This design comes from an exercise in tuning for small area, a short achievable clock period and few clock cycles per item on the open sky130 flow, not from production work.
In this exercise RTL edits were held to simulation tests only and were not proved equivalent to the original.
Power figures rest on the tool's default switching activity, not on a simulated workload.

==> inputs of run C <==
==> flow/design.v <==
module rgbe_channel (
    input  wire [7:0]  m,
    input  wire [7:0]  e,
    input  wire        mode,
    output reg  [7:0]  rot,      
    output wire        inc,      
    output wire [1:0]  top,      
    output wire [7:0]  ex        
);
    integer k, i;
    wire nz  = |m;
    wire all = &m;
    wire [7:0] z;
    assign z[0] = 1'b1;
    genvar g;
    generate
        for (g = 1; g < 8; g = g + 1) begin : g_z
            assign z[g] = (m[7:8-g] == 0);
        end
    endgenerate
    reg [2:0] lz;
    always @(*) begin
        lz = 3'd7;
        for (k = 6; k >= 0; k = k - 1)
            if (z[k] && m[7-k]) lz = k[2:0];
        lz = lz;
    end
    wire [9:0] eq;
    generate
        for (g = 0; g < 10; g = g + 1) begin : g_eq
            assign eq[g] = (e == g);
        end
    endgenerate
    wire ebig = (e[7:4] != 4'd0) | (e[3:1] == 3'b101) | (e[3:2] == 2'b11);
    wire [7:0] ge;
    assign ge[7] = ebig;
    assign ge[6] = ebig;
    assign ge[5] = ge[6] | eq[9];
    assign ge[4] = ge[5] | eq[8];
    assign ge[3] = ge[4] | eq[7];
    assign ge[2] = ge[3] | eq[6];
    assign ge[1] = ge[2] | eq[5];
    assign ge[0] = ge[1] | eq[4];
    wire [7:0] a;
    generate
        for (g = 0; g < 8; g = g + 1) begin : g_a
            wire lzk = z[g] & m[7-g];
            wire tail = (g + 3 <= 9) ? (eq[(g + 3) % 10] & z[g]) : 1'b0;
            wire low  = (g >= 5) ? eq[(g + 3) % 8] : 1'b0;
            assign a[g] = !all & ((lzk & ge[g]) | tail | low);
        end
    endgenerate
    reg normal;
    always @(*) begin
        normal = (ebig & nz) | (all & !eq[0] & !eq[1]);
        for (k = 3; k <= 9; k = k + 1)
            normal = normal | (eq[k] & !z[k - 2]);
    end
    always @(*) begin
        rot = 8'd0;
        for (k = 0; k < 8; k = k + 1)
            for (i = 0; i < 8; i = i + 1)
                rot[i] = rot[i] | (a[k] & m[(i - k + 8) % 8]);
    end
    wire fix = mode & (((m[7:6] == 2'b01) & m[0] & eq[3]) |
                       (m[7] & ((eq[2] & (m[1:0] == 2'b10)) |
                                (eq[1] & (m[2:0] == 3'b101)) |
                                (eq[0] & (m[3:0] == 4'b1011)))));
    assign inc = rot[7] | fix;
    assign top = {(rot[6] & !eq[0] & !eq[1]) | (all & eq[1]),
                  (rot[5] & !eq[0]) | (all & eq[0])};
    wire [3:0] kk = all ? 4'd1 : {1'b0, lz} + 4'd2;
    assign ex = normal ? (e - {4'd0, kk}) : 8'd0;
endmodule
module rgbe_round (
    input  wire [7:0]  rot,
    input  wire        inc,
    input  wire [1:0]  top,
    input  wire [7:0]  ex,
    output wire [31:0] f
);
    wire [7:0] lo;
    genvar g;
    generate
        for (g = 0; g < 8; g = g + 1) begin : g_lo
            if (g == 0) begin : g_b0
                assign lo[g] = rot[g] ^ inc;
            end else begin : g_bn
                assign lo[g] = rot[g] ^ (inc & (&rot[g-1:0]));
            end
        end
    endgenerate
    assign f = {1'b0, ex, top, rot[4:0], rot, lo};
endmodule
module rgbe2rgba (
    input  wire        clk,
    input  wire        rst,         
    input  wire        in_valid,
    output wire        in_ready,
    input  wire [31:0] in_rgbe,     
    input  wire        in_mode,     
    output wire        out_valid,
    input  wire        out_ready,
    output wire [31:0] out_r,
    output wire [31:0] out_g,
    output wire [31:0] out_b,
    output wire [31:0] out_a
);
    localparam [31:0] ONE = 32'h3F800000;
    wire [7:0] rot_r, rot_g, rot_b;
    wire       inc_r, inc_g, inc_b;
    wire [1:0] top_r, top_g, top_b;
    wire [7:0] ex_r, ex_g, ex_b;
    rgbe_channel u_r (.m(in_rgbe[7:0]),   .e(in_rgbe[31:24]), .mode(in_mode),
                      .rot(rot_r), .inc(inc_r), .top(top_r), .ex(ex_r));
    rgbe_channel u_g (.m(in_rgbe[15:8]),  .e(in_rgbe[31:24]), .mode(in_mode),
                      .rot(rot_g), .inc(inc_g), .top(top_g), .ex(ex_g));
    rgbe_channel u_b (.m(in_rgbe[23:16]), .e(in_rgbe[31:24]), .mode(in_mode),
                      .rot(rot_b), .inc(inc_b), .top(top_b), .ex(ex_b));
    reg        s1_valid;
    reg [18:0] s1_r, s1_g, s1_b;    
    wire s1_load = !s1_valid || out_ready;
    assign in_ready = s1_load;
    always @(posedge clk) begin
        if (rst) begin
            s1_valid <= 1'b0;
        end else if (s1_load) begin
            s1_valid <= in_valid;
        end
        if (s1_load) begin
            s1_r <= {ex_r, top_r, inc_r, rot_r};
            s1_g <= {ex_g, top_g, inc_g, rot_g};
            s1_b <= {ex_b, top_b, inc_b, rot_b};
        end
    end
    rgbe_round v_r (.rot(s1_r[7:0]), .inc(s1_r[8]), .top(s1_r[10:9]), .ex(s1_r[18:11]), .f(out_r));
    rgbe_round v_g (.rot(s1_g[7:0]), .inc(s1_g[8]), .top(s1_g[10:9]), .ex(s1_g[18:11]), .f(out_g));
    rgbe_round v_b (.rot(s1_b[7:0]), .inc(s1_b[8]), .top(s1_b[10:9]), .ex(s1_b[18:11]), .f(out_b));
    assign out_valid = s1_valid;
    assign out_a = ONE;
endmodule
==> flow/run.sh <==
#!/bin/bash
# synth_recipe.tcl (not shown) runs the flow's synth.tcl, then flattens the netlist and writes it again
# the make line also repeats each setting of config.mk as NAME=value (left out here)
make -C /OpenROAD-flow-scripts/flow DESIGN_CONFIG=/design/flow/config.mk WORK_HOME=/design/flow/orfs CLKGATE_MAP_FILE= SYNTH_SCRIPT=/design/flow/synth_recipe.tcl finish
==> flow/config.mk <==
export PLATFORM = sky130hd
export DESIGN_NAME = rgbe2rgba
export DESIGN_NICKNAME = rgbe2rgba
export VERILOG_FILES = /design/flow/design.v
export SDC_FILE = /design/flow/constraint.sdc
export NUM_CORES = 4
export LEC_CHECK = 0
export ABC_AREA = 1
export CAP_MARGIN = 20
export CORE_MARGIN = 2
export CORE_UTILIZATION = 40
export SETUP_SLACK_MARGIN = 3.6
export SLEW_MARGIN = 20
==> flow/constraint.sdc <==
create_clock -name core_clock -period 7.0 [get_ports {clk}]
set_input_delay 1.4000 -clock core_clock [delete_from_list [all_inputs] [get_ports {clk}]]
set_output_delay 1.4000 -clock core_clock [all_outputs]
set_load 0.01 [all_outputs]
==> run X: changes against run C <==
==> flow/design.v, changed modules only <==
module rgbe_channel (
    input  wire [7:0]  m,
    input  wire [7:0]  e,
    input  wire        mode,
    output wire [31:0] f
);
    reg [2:0] lz;
    always @(*) begin
        casez (m)
            8'b1???????: lz = 3'd0;
            8'b01??????: lz = 3'd1;
            8'b001?????: lz = 3'd2;
            8'b0001????: lz = 3'd3;
            8'b00001???: lz = 3'd4;
            8'b000001??: lz = 3'd5;
            8'b0000001?: lz = 3'd6;
            default:     lz = 3'd7;
        endcase
    end
    wire nz  = |m;
    wire all = &m;
    wire [3:0] thr    = {1'b0, lz} + 4'd3 - {3'd0, all};
    wire       normal = (e >= {4'd0, thr});
    wire [2:0]  amt = normal ? lz : (e[2:0] + 3'd5);
    wire [15:0] mm  = {m, m} << amt;
    wire [7:0]  rot = mm[15:8];
    wire [3:0] n = {1'b0, lz} + 4'd2 - e[3:0];
    reg  ones;
    always @(*) begin
        case (n)
            4'd0: ones = 1'b1;
            4'd1: ones = rot[6];
            4'd2: ones = &rot[6:5];
            4'd3: ones = &rot[6:4];
            4'd4: ones = &rot[6:3];
            4'd5: ones = &rot[6:2];
            4'd6: ones = &rot[6:1];
            4'd7: ones = &rot[6:0];
            default: ones = 1'b0;
        endcase
    end
    wire tie = mode & !normal & !rot[7] & rot[0] & ones;
    wire inc = rot[7] | tie;
    wire [7:0] lo = rot + {7'd0, inc};
    wire k22 = normal | (e[7:1] != 7'd0);
    wire k21 = normal | (e != 8'd0);
    wire [14:0] hi = all ? {!normal & e[0], !normal & !e[0], 13'd0}
                         : {rot[6] & k22, rot[5] & k21, rot[4:0], rot};
    wire [7:0] ex = (normal & nz) ? (e - 8'd2 - {5'd0, lz} + {7'd0, all}) : 8'd0;
    assign f = {1'b0, ex, hi, lo};
endmodule
module rgbe2rgba (
    input  wire        clk,
    input  wire        rst,         
    input  wire        in_valid,
    output wire        in_ready,
    input  wire [31:0] in_rgbe,     
    input  wire        in_mode,     
    output wire        out_valid,
    input  wire        out_ready,
    output wire [31:0] out_r,
    output wire [31:0] out_g,
    output wire [31:0] out_b,
    output wire [31:0] out_a
);
    localparam [31:0] ONE = 32'h3F800000;
    reg        s1_valid;
    reg [31:0] s1_rgbe;
    reg        s1_mode;
    wire s1_load = !s1_valid || out_ready;
    assign in_ready = s1_load;
    always @(posedge clk) begin
        if (rst) begin
            s1_valid <= 1'b0;
        end else if (s1_load) begin
            s1_valid <= in_valid;
        end
        if (s1_load) begin
            s1_rgbe <= in_rgbe;
            s1_mode <= in_mode;
        end
    end
    rgbe_channel u_r (.m(s1_rgbe[7:0]),   .e(s1_rgbe[31:24]), .mode(s1_mode), .f(out_r));
    rgbe_channel u_g (.m(s1_rgbe[15:8]),  .e(s1_rgbe[31:24]), .mode(s1_mode), .f(out_g));
    rgbe_channel u_b (.m(s1_rgbe[23:16]), .e(s1_rgbe[31:24]), .mode(s1_mode), .f(out_b));
    assign out_valid = s1_valid;
    assign out_a = ONE;
endmodule
// module rgbe_round removed
Settings changed: ABC_AREA 1 to default, SETUP_SLACK_MARGIN 3.6 to default.
==> run Y: changes against run C <==
==> flow/flow/run.sh (new file) <==
#!/bin/bash
# The standard layout with two changes:
#  1. after the standard synthesis, the combinational gates are re-mapped
#     for area by ABC's default script (flow/resynth.tcl); every register and
#     tie cell keeps its instance name and cell type;
#  2. the port buffers that global placement inserts use the small
#     sky130_fd_sc_hd__buf_1 instead of the cell the resizer picks by default.
# Timing repair, CTS, routing and the rest are ORFS's own (the standard.sh).
set -euo pipefail
here=$(pwd)
res=$here/orfs/results/$FLOW_PLATFORM/rgbe2rgba/base
bash standard.sh synth > standard_synth.log 2>&1
cp $res/1_2_yosys.v $here/std_1_2_yosys.v
RESYNTH_LIB=$FLOW_HOME/platforms/sky130hd/lib/sky130_fd_sc_hd__tt_025C_1v80.lib \
RESYNTH_IN=$here/std_1_2_yosys.v RESYNTH_OUT=$here/resynth.v \
  $FLOW_HOME/../tools/install/yosys/bin/yosys -c $here/flow/resynth.tcl > resynth.log 2>&1
if grep -E '^\s*(wire|input|output|reg)\b' resynth.v | sed 's/\[[0-9]*:[0-9]*\]//' | grep -q '[/:]'; then
  echo "resynth: bad net name" >&2; exit 1
fi
cp $here/resynth.v $res/1_2_yosys.v
rm -f $res/1_synth.odb $res/1_synth.sdc
bash standard.sh "BUFFER_PORTS_ARGS=-buffer_cell sky130_fd_sc_hd__buf_1" finish > standard.log 2>&1
==> flow/flow/resynth.tcl (new file) <==
# Re-map the combinational logic of the standard synthesis netlist for area.
# Every flip-flop and tie cell is kept as it is (same instance name and cell
# type); only the gates between them are re-mapped by ABC's default script.
yosys -import
set lib $::env(RESYNTH_LIB)
read_liberty -wb -ignore_miss_func $lib
blackbox =sky130_fd_sc_hd__edfxtp_1 =sky130_fd_sc_hd__dfxtp_1 =sky130_fd_sc_hd__conb_1
read_verilog $::env(RESYNTH_IN)
hierarchy -top $::env(FLOW_TOP)
flatten -wb
opt -purge
abc -liberty $lib -dont_use *lpflow* -dont_use *probe* -dont_use *clkdly* -dont_use *dlygate* -dont_use *dlymetal*
opt_clean -purge
setundef -zero
hilomap -singleton -hicell sky130_fd_sc_hd__conb_1 HI -locell sky130_fd_sc_hd__conb_1 LO
splitnets
opt_clean -purge
insbuf -buf sky130_fd_sc_hd__buf_4 A X
opt_clean -purge
stat -liberty $lib
write_verilog -noattr -noexpr -nohex -nodec $::env(RESYNTH_OUT)
==> flow/standard.sh (new file) <==
#!/bin/bash
# synth_recipe.tcl (not shown) runs the flow's synth.tcl, then flattens the netlist and writes it again
# the make line also repeats each setting of config.mk as NAME=value (left out here)
make -C /OpenROAD-flow-scripts/flow DESIGN_CONFIG=/design/flow/config.mk WORK_HOME=/design/flow/orfs CLKGATE_MAP_FILE= SYNTH_SCRIPT=/design/flow/synth_recipe.tcl "${@:-finish}"
Settings changed: SETUP_SLACK_MARGIN 3.6 to 3.9.
removed: flow/run.sh
==> run Z: changes against run C <==
Settings changed: ABC_AREA 1 to default.
==> summary of the runs <==
- Run C finished with timing, DRC and antenna clean. Run X finished but fails on negative setup slack. Run Z produced a clean layout. Run Y finished clean.
- Clock power, lowest first: run X, run Z, run C, run Y.
- Of run X and run C, run X has the higher final cell count (gap 1.6%, measured against run C).
- The highest non-clock buffer count belongs to run X, the lowest to run C.
- Between run Y and run Z, the lower utilization is in run Z (gap 5.4 points).
Testbench counts of run C, summed over its fixed seeds: cycles 32,008, items 32,000.
Testbench counts of run X, summed over its fixed seeds: cycles 32,008, items 32,000.
Testbench counts of run Y, summed over its fixed seeds: cycles 32,008, items 32,000.
Testbench counts of run Z, summed over its fixed seeds: cycles 32,008, items 32,000.

[what the ideal ports hide]
No port has a modelled driver above. Below, the same layouts with a new extraction and two added sets of constraints. Step 1, drivers: a clkbuf_16 drives clk and a buf_2 each remaining input, both assumed. Step 2, shift: input delay + t, output delay - t, t = (earliest + latest rising clock arrival at the registers) / 2. This alone moves slack from input paths to output paths. a / b / c = ideal / step 1 / step 2; a / b = the first two.
run	shift t [ns]	setup WS [ns]	slew at the worst register clock pin (ns)	worst data-port slew with drivers (ns)	cell pins on the clock port's net
run C	0.381	3.519 / 3.518 / 3.137	0.06 / 0.06	0.06	1
run X	0.322	-0.461 / -0.499 / -0.177	0.06 / 0.06	0.06	1
run Y	0.370	3.427 / 3.422 / 3.051	0.06 / 0.06	0.07	1
run Z	0.380	3.508 / 3.504 / 3.124	0.06 / 0.06	0.06	1
For run Z, which loses most, drivers alone change the setup slack by -0.004 ns; drivers and shift together by -0.384 ns.
